Source: an optimization exercise on an open RTL-to-GDS flow (aim: small area, a short achievable clock period and few clock cycles per item). Production flows keep margins and buffers that such runs may drop.
For this run, only the layout was checked, not whether the RTL still works.
Power and IR drop assume default switching activity.

File: flow/design.v
module g2c1_pie_rx (
    input  wire         clk,
    input  wire         rst,           
    input  wire         edge_valid,
    output wire         edge_ready,
    input  wire [31:0]  edge_dur,      
    input  wire         edge_last,     
    input  wire [31:0]  rt_tol,        
    input  wire [31:0]  tr_tol,        
    output wire         res_valid,
    input  wire         res_ready,
    output wire [31:0]  res_flags,
    output wire [31:0]  res_tari,
    output wire [31:0]  res_rtcal,
    output wire [31:0]  res_trcal,
    output wire [31:0]  res_blf,
    output wire [15:0]  res_start,
    output wire [15:0]  res_end,
    output wire [6:0]   res_nbits,
    output wire [63:0]  res_bits,      
    output wire [111:0] res_fields     
);
    localparam [31:0] MAX_SYMBOL = 32'd16384000;    
    localparam [23:0] TARI_MIN   = 24'd409600;      
    localparam [23:0] TARI_MAX   = 24'd1638400;     
    localparam [1:0] P_RT = 2'd0, P_TR = 2'd1, P_DATA = 2'd2;
    function automatic [63:0] csa(input [31:0] a, input [31:0] b, input [31:0] c, input c0);
        begin
            csa[31:0]  = a ^ b ^ c;
            csa[63:32] = {((a & b) | (a & c) | (b & c)), c0};
        end
    endfunction
    reg        b_v, b_gap, b_last;       
    reg [23:0] b_d;
    reg        c_v, c_gap, c_last;       
    reg [23:0] c_d;
    reg        f_rt, f_tr, f_db, f_tok;  
    reg [23:0] rt_q;
    reg        rt_big;
    reg [24:0] tr_q;
    reg        tr_big;
    reg        fin;          
    reg        out_v;        
    reg        end_last;     
    reg [15:0] idx;          
    reg [15:0] sub_start;
    reg        act;          
    reg [1:0]  phase;
    reg        p_ok;         
    reg [20:0] tari;         
    reg        cal_ok;
    reg        trcal_ok;
    reg [23:0] rtcal;
    reg [23:0] trcal;
    reg [63:0] bits;
    reg [6:0]  nbits;
    reg        bitovf;
    reg [4:0]  crc;
    reg        dst;          
    reg [25:0] dv_x;         
    reg        dv_pre;       
    reg [35:0] dv_q;         
    reg [1:0]  dv_m3;        
    reg        m_ok, m_size, m_crc, m_blf;
    reg [2:0]  m_type;
    reg        o_q, o_qa, o_qr, o_ack;
    wire release_ = out_v && res_ready;
    wire proc     = c_v && !fin;
    wire c_free   = !c_v || proc;
    wire b_adv    = b_v && c_free;
    assign edge_ready = !(b_v && c_v && fin);
    wire run   = proc && !c_gap;           
    wire first = run && !act;              
    wire endc  = proc && (c_gap ? act : c_last);
    wire [23:0] d = b_d;
    wire [23:0] x = c_d;
    wire [63:0] r1a = csa({7'd0, d, 1'b0}, {7'd0, rt_q, 1'b0}, {5'h1f, ~{3'b000, x, 2'b00}}, 1'b1);
    wire [63:0] r1b = csa(r1a[31:0], r1a[63:32], {5'h1f, ~{3'b000, x}}, 1'b1);
    wire        k1;
    g2c1_pie_rx_cy #(26) u_k1 (.a(r1b[25:0]), .b(r1b[57:32]), .co(k1));
    wire        c1  = !(r1b[26] ^ r1b[58] ^ k1);
    wire [63:0] r3a = csa({5'd0, d, 3'b000}, {7'd0, d, 1'b0}, {4'd0, tr_q, 3'b000}, 1'b1);
    wire [63:0] r3b = csa({6'd0, tr_q, 1'b0}, {2'b11, ~{3'b000, x, 3'b000}}, {2'b11, ~{5'b00000, x, 1'b0}}, 1'b1);
    wire [63:0] r3c = csa(r3a[31:0], r3a[63:32], r3b[31:0], 1'b1);
    wire [63:0] r3d = csa(r3c[31:0], r3c[63:32], r3b[63:32], 1'b0);
    wire [63:0] r3e = csa(r3d[31:0], r3d[63:32], {2'b11, ~{6'd0, x}}, 1'b0);
    wire        k3;
    g2c1_pie_rx_cy #(29) u_k3 (.a(r3e[28:0]), .b(r3e[60:32]), .co(k3));
    wire        c3  = !(r3e[29] ^ r3e[61] ^ k3);
    wire        lock   = run && !first && (phase == P_RT) && p_ok && f_rt;
    wire        nx_tr  = run ? lock : (phase == P_TR);
    wire [24:0] tol    = nx_tr ? tr_q : {1'b0, rt_q};
    wire        tolbig = nx_tr ? tr_big : rt_big;
    wire [63:0] r2a = csa({7'd0, x, 1'b0}, {8'd0, x}, {4'hf, ~{4'd0, d}}, 1'b1);
    wire [63:0] r2b = csa(r2a[31:0], r2a[63:32], {7'd0, tol}, 1'b0);
    wire        k2;
    g2c1_pie_rx_cy #(27) u_k2 (.a(r2b[26:0]), .b(r2b[58:32]), .co(k2));
    wire        c2  = tolbig || !(r2b[27] ^ r2b[59] ^ k2);
    wire [23:0] xb = (phase == P_RT || !act) ? c_d : rtcal;
    wire        db;
    g2c1_pie_rx_cy #(25) u_db (.a({d, 1'b0}), .b(~{1'b0, xb}), .co(db));
    always @(posedge clk) begin
        rt_q   <= rt_tol[23:0];
        rt_big <= |rt_tol[31:24];
        tr_q   <= tr_tol[24:0];
        tr_big <= |tr_tol[31:25];
        if (rst) begin
            b_v <= 1'b0;
            c_v <= 1'b0;
        end else begin
            if (edge_ready) b_v <= edge_valid;
            if (c_free) c_v <= b_v;
        end
        if (edge_ready) begin
            b_d    <= edge_dur[23:0];
            b_gap  <= (edge_dur > MAX_SYMBOL);
            b_last <= edge_last;
        end
        if (b_adv) begin
            c_d    <= b_d;
            c_gap  <= b_gap;
            c_last <= b_last;
            f_rt   <= c2 && (rt_big || c1);
            f_tr   <= c2 && (tr_big || c3);
            f_db   <= db;
            f_tok  <= (b_d >= TARI_MIN) && (b_d <= TARI_MAX);
        end
    end
    wire        dr     = bits[59];
    wire        blf_in = dr ? (trcal >= 24'd22) : (trcal >= 24'd9);
    reg  [23:0] dv_msb;
    reg         seen;
    integer     k;
    always @(*) begin
        seen = 1'b0;
        for (k = 23; k >= 0; k = k - 1) begin
            dv_msb[k] = trcal[k] && !seen;
            seen = seen || trcal[k];
        end
    end
    wire        dv_run   = dst && !dv_pre && !dv_q[35];
    wire        dv_ge    = !dv_x[25];
    wire        dv_sub   = dv_pre || dv_ge;
    wire [25:0] dv_xn;
    g2c1_pie_rx_add #(26) u_dv (
        .a  (dv_pre ? dv_x : {dv_x[24:0], 1'b0}),
        .b  (dv_sub ? ~{2'b00, trcal} : {2'b00, trcal}),
        .ci (dv_sub),
        .s  (dv_xn)
    );
    wire [2:0]  dv_t3    = {dv_m3, dv_ge};
    wire        dv_g3    = (dv_t3 >= 3'd3);
    wire [1:0]  dv_m3n   = dv_g3 ? dv_t3[1:0] - 2'd3 : dv_t3[1:0];
    wire        dv_start = act && !dst && !fin && trcal_ok && blf_in &&
                           (bits[63:60] == 4'b1000) && (nbits >= 7'd5);
    wire        dv_ok    = !dst || dv_q[35] || (dv_q[34] && !dv_pre);
    reg        p_ok_n, cal_ok_n, trcal_ok_n, bitovf_n, dst_n;
    reg [1:0]  phase_n;
    reg [20:0] tari_n;
    reg [23:0] rtcal_n, trcal_n;
    reg [63:0] bits_n;
    reg [6:0]  nbits_n;
    reg [4:0]  crc_n;
    always @(*) begin
        if (first) begin
            p_ok_n     = 1'b0;
            cal_ok_n   = 1'b0;
            trcal_ok_n = 1'b0;
            bitovf_n   = 1'b0;
            dst_n      = 1'b0;
            phase_n    = P_RT;
            rtcal_n    = 24'd0;
            trcal_n    = 24'd0;
            bits_n     = 64'd0;
            nbits_n    = 7'd0;
            crc_n      = 5'b01001;
        end else begin
            p_ok_n     = p_ok;
            cal_ok_n   = cal_ok;
            trcal_ok_n = trcal_ok;
            bitovf_n   = bitovf;
            dst_n      = dst || dv_start;
            phase_n    = phase;
            rtcal_n    = rtcal;
            trcal_n    = trcal;
            bits_n     = bits;
            nbits_n    = nbits;
            crc_n      = crc;
        end
        tari_n = tari;
        if (run) begin
            p_ok_n = f_tok;
            case (phase_n)
                P_RT: begin
                    if (lock) begin
                        cal_ok_n = 1'b1;
                        rtcal_n  = c_d;
                        phase_n  = P_TR;
                    end else begin
                        tari_n   = c_d[20:0];
                    end
                end
                P_TR: begin
                    phase_n    = P_DATA;
                    trcal_ok_n = f_tr;
                    if (f_tr) trcal_n = c_d;
                    nbits_n    = {6'd0, !f_tr};
                    bits_n[63] = f_db && !f_tr;
                    if (!f_tr) crc_n = {crc_n[3:0], 1'b0} ^ ((crc_n[4] ^ f_db) ? 5'b01001 : 5'b00000);
                end
                default: begin
                    if (!nbits[6]) begin
                        nbits_n = nbits + 7'd1;
                        bits_n[~nbits[5:0]] = f_db;
                        if (nbits < 7'd22) crc_n = {crc[3:0], 1'b0} ^ ((crc[4] ^ f_db) ? 5'b01001 : 5'b00000);
                    end else begin
                        bitovf_n = 1'b1;
                    end
                end
            endcase
        end
        if (endc && !cal_ok_n) tari_n = 21'd0;
    end
    wire        dat_st = run && !first && (phase == P_DATA) && !nbits[6];
    reg  [63:0] bits_d;
    reg  [6:0]  nbits_d;
    reg  [4:0]  crc_d;
    always @(*) begin
        bits_d  = first ? 64'd0 : bits;
        nbits_d = first ? 7'd0 : nbits;
        crc_d   = crc;
        if (dat_st) begin
            bits_d[~nbits[5:0]] = f_db;
            nbits_d = nbits + 7'd1;
            crc_d   = {crc[3:0], 1'b0} ^ ((crc[4] ^ f_db) ? 5'b01001 : 5'b00000);
        end
    end
    reg        q_n, qa_n, qr_n, ack_n, nak_n, size_n;
    always @(*) begin
        q_n = 1'b0; qa_n = 1'b0; qr_n = 1'b0; ack_n = 1'b0; nak_n = 1'b0; size_n = 1'b0;
        if (nbits_d >= 7'd2) begin
            case (bits_d[63:62])
                2'b00: if (nbits_d >= 7'd4) qr_n = 1'b1; else size_n = 1'b1;
                2'b01: if (nbits_d >= 7'd18) ack_n = 1'b1; else size_n = 1'b1;
                2'b10: if (nbits_d >= 7'd4) begin
                           if (bits_d[61:60] == 2'b00) begin
                               if (nbits_d >= 7'd17) q_n = 1'b1; else size_n = 1'b1;
                           end else if (bits_d[61:60] == 2'b01) begin
                               if (nbits_d < 7'd9) size_n = 1'b1;
                               else if (bits_d[57:55] == 3'b000 || bits_d[57:55] == 3'b110 ||
                                        bits_d[57:55] == 3'b011) qa_n = 1'b1;
                           end
                       end
                default: if (nbits_d >= 7'd8 && bits_d[61:56] == 6'b000000) nak_n = 1'b1;
            endcase
        end
    end
    wire [4:0] crc_f    = (dat_st && nbits < 7'd22) ? crc_d : crc;
    wire       crc_ok_n = (nbits_d >= 7'd22) && (crc_f == 5'd0);
    wire       blf_in_n = bits_d[59] ? (trcal >= 24'd22) : (trcal >= 24'd9);
    wire       m_blf_n  = q_n && trcal_ok && blf_in_n;
    wire       dv_drop  = endc && (first || !(dst && (nbits >= 7'd17 || (nbits == 7'd16 && dat_st))));
    always @(posedge clk) begin
        if (rst) begin
            fin      <= 1'b0;
            out_v    <= 1'b0;
            act      <= 1'b0;
            end_last <= 1'b0;
            idx      <= 16'd0;
        end else if (release_) begin
            fin   <= 1'b0;
            out_v <= 1'b0;
            act   <= 1'b0;
            idx   <= end_last ? 16'd0 : idx + 16'd1;
        end else if (fin) begin
            if (dv_ok) out_v <= 1'b1;
        end else if (proc) begin
            if (run) act <= 1'b1;
            end_last <= c_last;
            if (endc) begin
                fin   <= 1'b1;
                out_v <= dv_ok || dv_drop;
            end
            if (c_gap) begin
                if (!act) idx <= c_last ? 16'd0 : idx + 16'd1;
            end else begin
                idx <= idx + 16'd1;
            end
        end
        if (first) sub_start <= idx;
        p_ok     <= p_ok_n;
        cal_ok   <= cal_ok_n;
        trcal_ok <= trcal_ok_n;
        bitovf   <= bitovf_n;
        dst      <= dst_n;
        phase    <= phase_n;
        tari     <= tari_n;
        rtcal    <= rtcal_n;
        trcal    <= trcal_n;
        bits     <= bits_n;
        nbits    <= nbits_n;
        crc      <= crc_n;
        m_ok   <= q_n | qa_n | qr_n | ack_n | nak_n;
        m_size <= size_n;
        m_type <= {nak_n, qr_n | ack_n, qa_n | ack_n};
        o_q    <= q_n;
        o_qa   <= qa_n;
        o_qr   <= qr_n;
        o_ack  <= ack_n;
        m_crc  <= q_n && crc_ok_n;
        m_blf  <= m_blf_n;
        if (dv_drop) begin
            dv_q  <= {1'b1, 35'd0};
        end else if (dv_start) begin
            dv_x  <= {2'b00, dv_msb};
            dv_q  <= dr ? {12'd0, dv_msb} >> 4 : {12'd0, dv_msb} >> 1;
            dv_m3 <= 2'd0;
        end else if (dst && (dv_pre || !dv_q[35])) begin
            dv_x  <= dv_xn;
            if (!dv_pre) begin
                dv_q  <= {dv_q[34:0], dr ? dv_g3 : dv_ge};
                dv_m3 <= dv_m3n;
            end
        end
        dv_pre <= dv_start;
    end
    assign res_valid  = out_v;
    assign res_flags  = {13'd0, m_type, 4'd0, 2'b00, !m_ok, m_size, 1'b0, 1'b0, m_crc, bitovf,
                         m_blf, m_ok, trcal_ok, cal_ok};
    assign res_tari   = {11'd0, tari};
    assign res_rtcal  = {8'd0, rtcal};
    assign res_trcal  = {8'd0, trcal};
    assign res_blf    = dv_q[31:0];
    assign res_start  = sub_start;
    assign res_end    = idx;
    assign res_nbits  = nbits;
    assign res_bits   = bits;
    wire [1:0] qa_updn = (bits[57:55] == 3'b110) ? 2'd1 : (bits[57:55] == 3'b011) ? 2'd2 : 2'd0;
    assign res_fields[15:0]   = ({16{o_ack}} & bits[61:46]) |
                                ({16{o_qr}}  & {14'd0, bits[61:60]}) |
                                ({16{o_qa}}  & {14'd0, bits[59:58]}) |
                                ({16{o_q}}   & {15'd0, bits[59]});
    assign res_fields[31:16]  = ({16{o_q}}  & (16'd1 << bits[58:57])) |
                                ({16{o_qa}} & {14'd0, qa_updn});
    assign res_fields[47:32]  = {15'd0, o_q & bits[56]};
    assign res_fields[63:48]  = {14'd0, {2{o_q}} & bits[55:54]};
    assign res_fields[79:64]  = {14'd0, {2{o_q}} & bits[53:52]};
    assign res_fields[95:80]  = {15'd0, o_q & bits[51]};
    assign res_fields[111:96] = {12'd0, {4{o_q}} & bits[50:47]};
endmodule
module g2c1_pie_rx_cy #(parameter W = 32) (
    input  wire [W-1:0] a,
    input  wire [W-1:0] b,
    output wire         co
);
    function automatic cyw(input [W-1:0] x, input [W-1:0] y);
        reg [W-1:0] g, p;
        integer s, j;
        begin
            g = x & y;
            p = x | y;
            for (s = 1; s < W; s = s * 2)
                for (j = W - 1; j >= s; j = j - 1)
                    if (((W - 1 - j) % (2 * s)) == 0) begin
                        g[j] = g[j] | (p[j] & g[j - s]);
                        p[j] = p[j] & p[j - s];
                    end
            cyw = g[W-1];
        end
    endfunction
    assign co = cyw(a, b);
endmodule
module g2c1_pie_rx_add #(parameter W = 32) (
    input  wire [W-1:0] a,
    input  wire [W-1:0] b,
    input  wire         ci,
    output wire [W-1:0] s
);
    function automatic [W-1:0] addw(input [W-1:0] x, input [W-1:0] y, input c);
        reg [W-1:0] g, p, gg, pp;
        integer l, i, j;
        begin
            g  = x & y;
            p  = x ^ y;
            gg = g;
            pp = p;
            gg[0] = g[0] | (p[0] & c);
            for (l = 1; l < W; l = l * 2)
                for (i = 0; i < W; i = i + 1)
                    if (((i / l) % 2) == 1) begin
                        j = (i / l) * l - 1;
                        gg[i] = gg[i] | (pp[i] & gg[j]);
                        pp[i] = pp[i] & pp[j];
                    end
            addw = p ^ {gg[W-2:0], c};
        end
    endfunction
    assign s = addw(a, b, ci);
endmodule
File: flow/flow/run.sh
#!/bin/bash
# Layout flow: the standard flow (standard synthesis included), with the
# timing repair aiming at a 4 ns path instead of stopping at the 10 ns clock,
# and the port buffers made of small buffers. The clock and constraints are
# the design's. Each tool's output is in orfs/logs; make's output in flow.log.
set -euo pipefail
bash standard.sh SETUP_SLACK_MARGIN=6.0 "BUFFER_PORTS_ARGS=-buffer_cell sky130_fd_sc_hd__buf_1" finish > flow.log 2>&1
File: flow/standard.sh
#!/bin/bash
# synth_recipe.tcl (not shown) runs the flow's synth.tcl, then flattens the netlist and writes it again
# the make line also repeats each setting of config.mk as NAME=value (left out here)
make -C /OpenROAD-flow-scripts/flow DESIGN_CONFIG=/design/flow/config.mk WORK_HOME=/design/flow/orfs CLKGATE_MAP_FILE= SYNTH_SCRIPT=/design/flow/synth_recipe.tcl "${@:-finish}"
File: flow/config.mk
export PLATFORM = sky130hd
export DESIGN_NAME = g2c1_pie_rx
export DESIGN_NICKNAME = g2c1_pie_rx
export VERILOG_FILES = /design/flow/design.v
export SDC_FILE = /design/flow/constraint.sdc
export NUM_CORES = 4
export LEC_CHECK = 0
export CAP_MARGIN = 20
export CORE_MARGIN = 2
export CORE_UTILIZATION = 55
export PLACE_DENSITY = 0.7
export SLEW_MARGIN = 20
export SYNTH_HIERARCHICAL = 1
export SYNTH_MINIMUM_KEEP_SIZE = 0
File: flow/constraint.sdc
create_clock -name core_clock -period 10.0 [get_ports {clk}]
set_input_delay 2.0000 -clock core_clock [delete_from_list [all_inputs] [get_ports {clk}]]
set_output_delay 2.0000 -clock core_clock [all_outputs]
set_load 0.01 [all_outputs]
==> impl_metrics.yaml <==
detailed_routing:
  drc: 0
  ant_nets: 0
  met3_length_um: 6320
  highest_layer: "met4"
  drt-met1-wl_um: 30200
  met2_length_um: 36300
  vias_per_cell: 5.74
  via_count: 21500
  wl_per_cell_um: 20.3
  drt-total-wl_um: 76000
  drtIter0Drc: 1951
  drt_pass1_iterations: 5
floorplanning:
  initial_core_util_pct: 55.7
  io_pins: 478
  die_h_um: 218
  die_width_um: 218
  dieArea_mm2: 0.0476
  placementRows: 78
  core_mm2: 0.0453
worst_hold_path:
  hp-class: "register to register"
place:
  place_ws_ns: 4.27
  dpl-instance-area_mm2: 0.0263
  gp_congestion: 0.915
  dp_hpwl_um: 55500
  dp.cells: 3595
  io_buffers: 347
yosys:
  ys_types: 104
  synthAdderAreaFrac_pct: 19.6
  syn_inst: 2773
  synth-xor-area-share_pct: 2.22
  muxShareOfSynthArea_pct: 2.61
  syn_area_per_cell_um2: 9.10
  synth_top_family_by_area: "adder cells"
  syn-cell-area_mm2: 0.0252
  synth_edf_count: 101
  async_reset_ff_share_pct: 0
  synth_compound_area_share_pct: 15.8
  ys_warn_count: 12
  synth-simple-area-share_pct: 14.4
  ys_seq_area_share_pct: 33.6
  synth-main-ff-cell: "dfxtp_1"
  synth_seq_cells: 373
worst_setup_path:
  cp.arrival_ns: 4.80
  startpoint_type: "register"
  critPathRequiredTime_ns: 10.33
  critPathKind: "register to register"
  crit_fanout: 3
  crit_path_end_kind: "register"
job:
  maxCapViolations: 0
layout:
  finalNonFillerCells: 3745
  fin_nets: 3473
  layout_common_cells: "buf_1, nand2_1, inv_1"
  area_delta_synth_final_pct: 13.0
  final_common_cell: "buf_1"
  drive_above_1_share_pct: 8.84
  fin_area_mm2: 0.0285
  fillers: 3928
grt:
  grt_max_degree: 85
  grt_overflow: 0
  grt_pass1_vias: 20600
  antenna_found_initial: 1
  grt_usage_pct: 31.5
  grt_pass1_wl_um: 116000
clocking:
  tritoncts: "done"
  cts.clk_slew.worst_paths_ns: 0.07
  htree_levels: 2
  numCtsBuffers: 42
  worstSkewPairLatency_ns: 0.59
  cts_buffer_depth: 3
  root_buffer: "clkbuf_16"
  hold_buffers: 0
  cts.sinks: 373
power:
  peakVddDrop_v: 0.000135
  p_per_area_mw_per_mm2: 162
  leakage_nw: 11.8
  power_mw: 4.63
timing:
  worst_pin_slew_ns: 1.04
  setup_viol: 0
  clock_skew_ns: 0.0276
  setup-tns-final_ns: 0
  slew_headroom_pct: 30.4
  setup_slack_ns: 5.53
  final_max_slew_viol_count: 0
  hold_viol: 0
  layout_min_cycle_time_ns: 4.47
  finalCritPeriodShare_pct: 44.7
  max_freq_ghz: 0.223
  rsz0062_at_grt: "yes"
run_status:
  status: "finished clean"
final cells by class:
type / instances / area, µm² / share of cell area [%]
timing repair inverter: 1 / 6.26 / 0.0220
tap: 600 / 751 / 2.63
clock inverter: 27 / 228 / 0.799
antenna: 1 / 2.50 / 0.00878
sequential: 373 / 8480 / 29.8
inverter: 328 / 1240 / 4.36
timing repair buffer: 433 / 2060 / 7.21
multi-input combinational: 1931 / 14500 / 51.0
clock buffer: 51 / 1190 / 4.18
registers in the layout (all words and copies together), names as in the netlist, 25 cells and up:
signal / cells
bits: 64
tr_q: 25
dv_q: 36
dv_x: 26
Yosys cell counts (all sizes together) (8+ instances only):
master    n  area (µm²)
a211oi   15         123
a21o      8        61.3
a21oi   123         623
a221oi   10         105
a22oi    24         180
a311oi   18         158
a31oi    50         334
a32o     30         300
and2     50         318
and3     13        81.3
buf     190        1380
clkbuf   95         357
dfxtp   272        5450
edfxtp  101        3030
fa      212        4240
ha       50         626
inv     327        1230
mux2     28         315
mux2i    34         344
nand2   348        1310
nand2b    8        50.1
nand3    85         425
nand4    15        93.8
nor2    157         611
nor2b     9        56.3
nor3     41         215
nor4     26         163
o211ai   29         218
o21ai   162         815
o22ai    37         238
o31ai    15         113
or2      11        68.8
xnor2    45         394
xor2     19         166
critical path: stages, from the launching register on:
cell      delay [ns]
edfxtp_1        0.47
inv_2           0.10
fa_1            0.54
inv_1           0.05
fa_1            0.49
fa_1            0.43
fa_1            0.49
inv_1           0.07
a22oi_2         0.20
o32ai_1         0.11
maj3_1          0.37
o21ai_2         0.22
o211ai_1        0.15
xnor2_1         0.30
a21oi_1         0.07
o32a_1          0.17
cell families after synthesis:
group	count (synthesis)
compound gates	598
xor+xnor	64
fa+ha+maj	268
buf+inv	613
flops	373
mux	62
other cells	2
simple gates	793
layer usage:
metal  vias to the layer above  GRT usage, %
li1                       9847             -
met1                     10400          41.6
met2                      1042          51.5
met3                       186          5.50
met4                         0          12.8
met5                         -             0
what timing repair did:
item | CTS | global route
resized for setup | 32 | 21
setup buffers | 55 | 8
endpoints found under the setup margin | 70 | 67
cloned | 6 | 2
pin swaps | 9 | 12
final timing paths:
path / start / to / slack (ns) / depth (start not counted)
worst min register to register: b_gap$_DFFE_PN_ / c_gap$_DFFE_PP_ / 0.43 / 0
worst max register to register: c_d[19]$_DFFE_PP_ / f_tr$_DFFE_PP_ / 5.53 / 15
worst max-delay path: c_d[19]$_DFFE_PP_ / f_tr$_DFFE_PP_ / 5.53 / 15
worst min-delay path: b_gap$_DFFE_PN_ / c_gap$_DFFE_PP_ / 0.43 / 0
power by group:
| group | internal, mW | switching, mW |
|---|---|---|
| Clock | 0.908 | 0.678 |
| Sequential | 1.62 | 0.0855 |
| Combinational | 0.525 | 0.810 |
| Total | 3.05 | 1.57 |
through the flow:
stage,util [%],hold slack [ns]
6_report,62.9,0.428
5_1_grt,62.9,0.456
4_1_cts,62.6,0.427
3_3_place_gp,58.1,0.413
3_5_place_dp,58.1,0.411
2_1_floorplan,-,0.400

[re-timing with driven ports]
No port has a modelled driver above. Below, the same layout with a new extraction and two added sets of constraints. Step 1 assumes that a clkbuf_16 drives the clock port and a buf_2 every other input. Step 2 adds t to the input delays and takes it off the output delays; t is the mean of the earliest and latest rising clock arrival at the registers after step 1. Input paths then give back, and output paths get back, about the clock's delay inside the block. Slacks: no drivers / after step 1 / after step 2; pairs: no drivers / after step 1.
t (ns): 0.641
setup slack, ns: 5.526 / 5.526 / 5.526
worst hold slack (ns): 0.428 / 0.428 / 0.428
worst slew at a driven data input, ns: 0.09
pins driven straight from the clock port: 1
After both steps setup and hold are still met in this run. For this run, drivers alone change the setup slack by 0.000 ns; drivers and shift together by 0.000 ns.
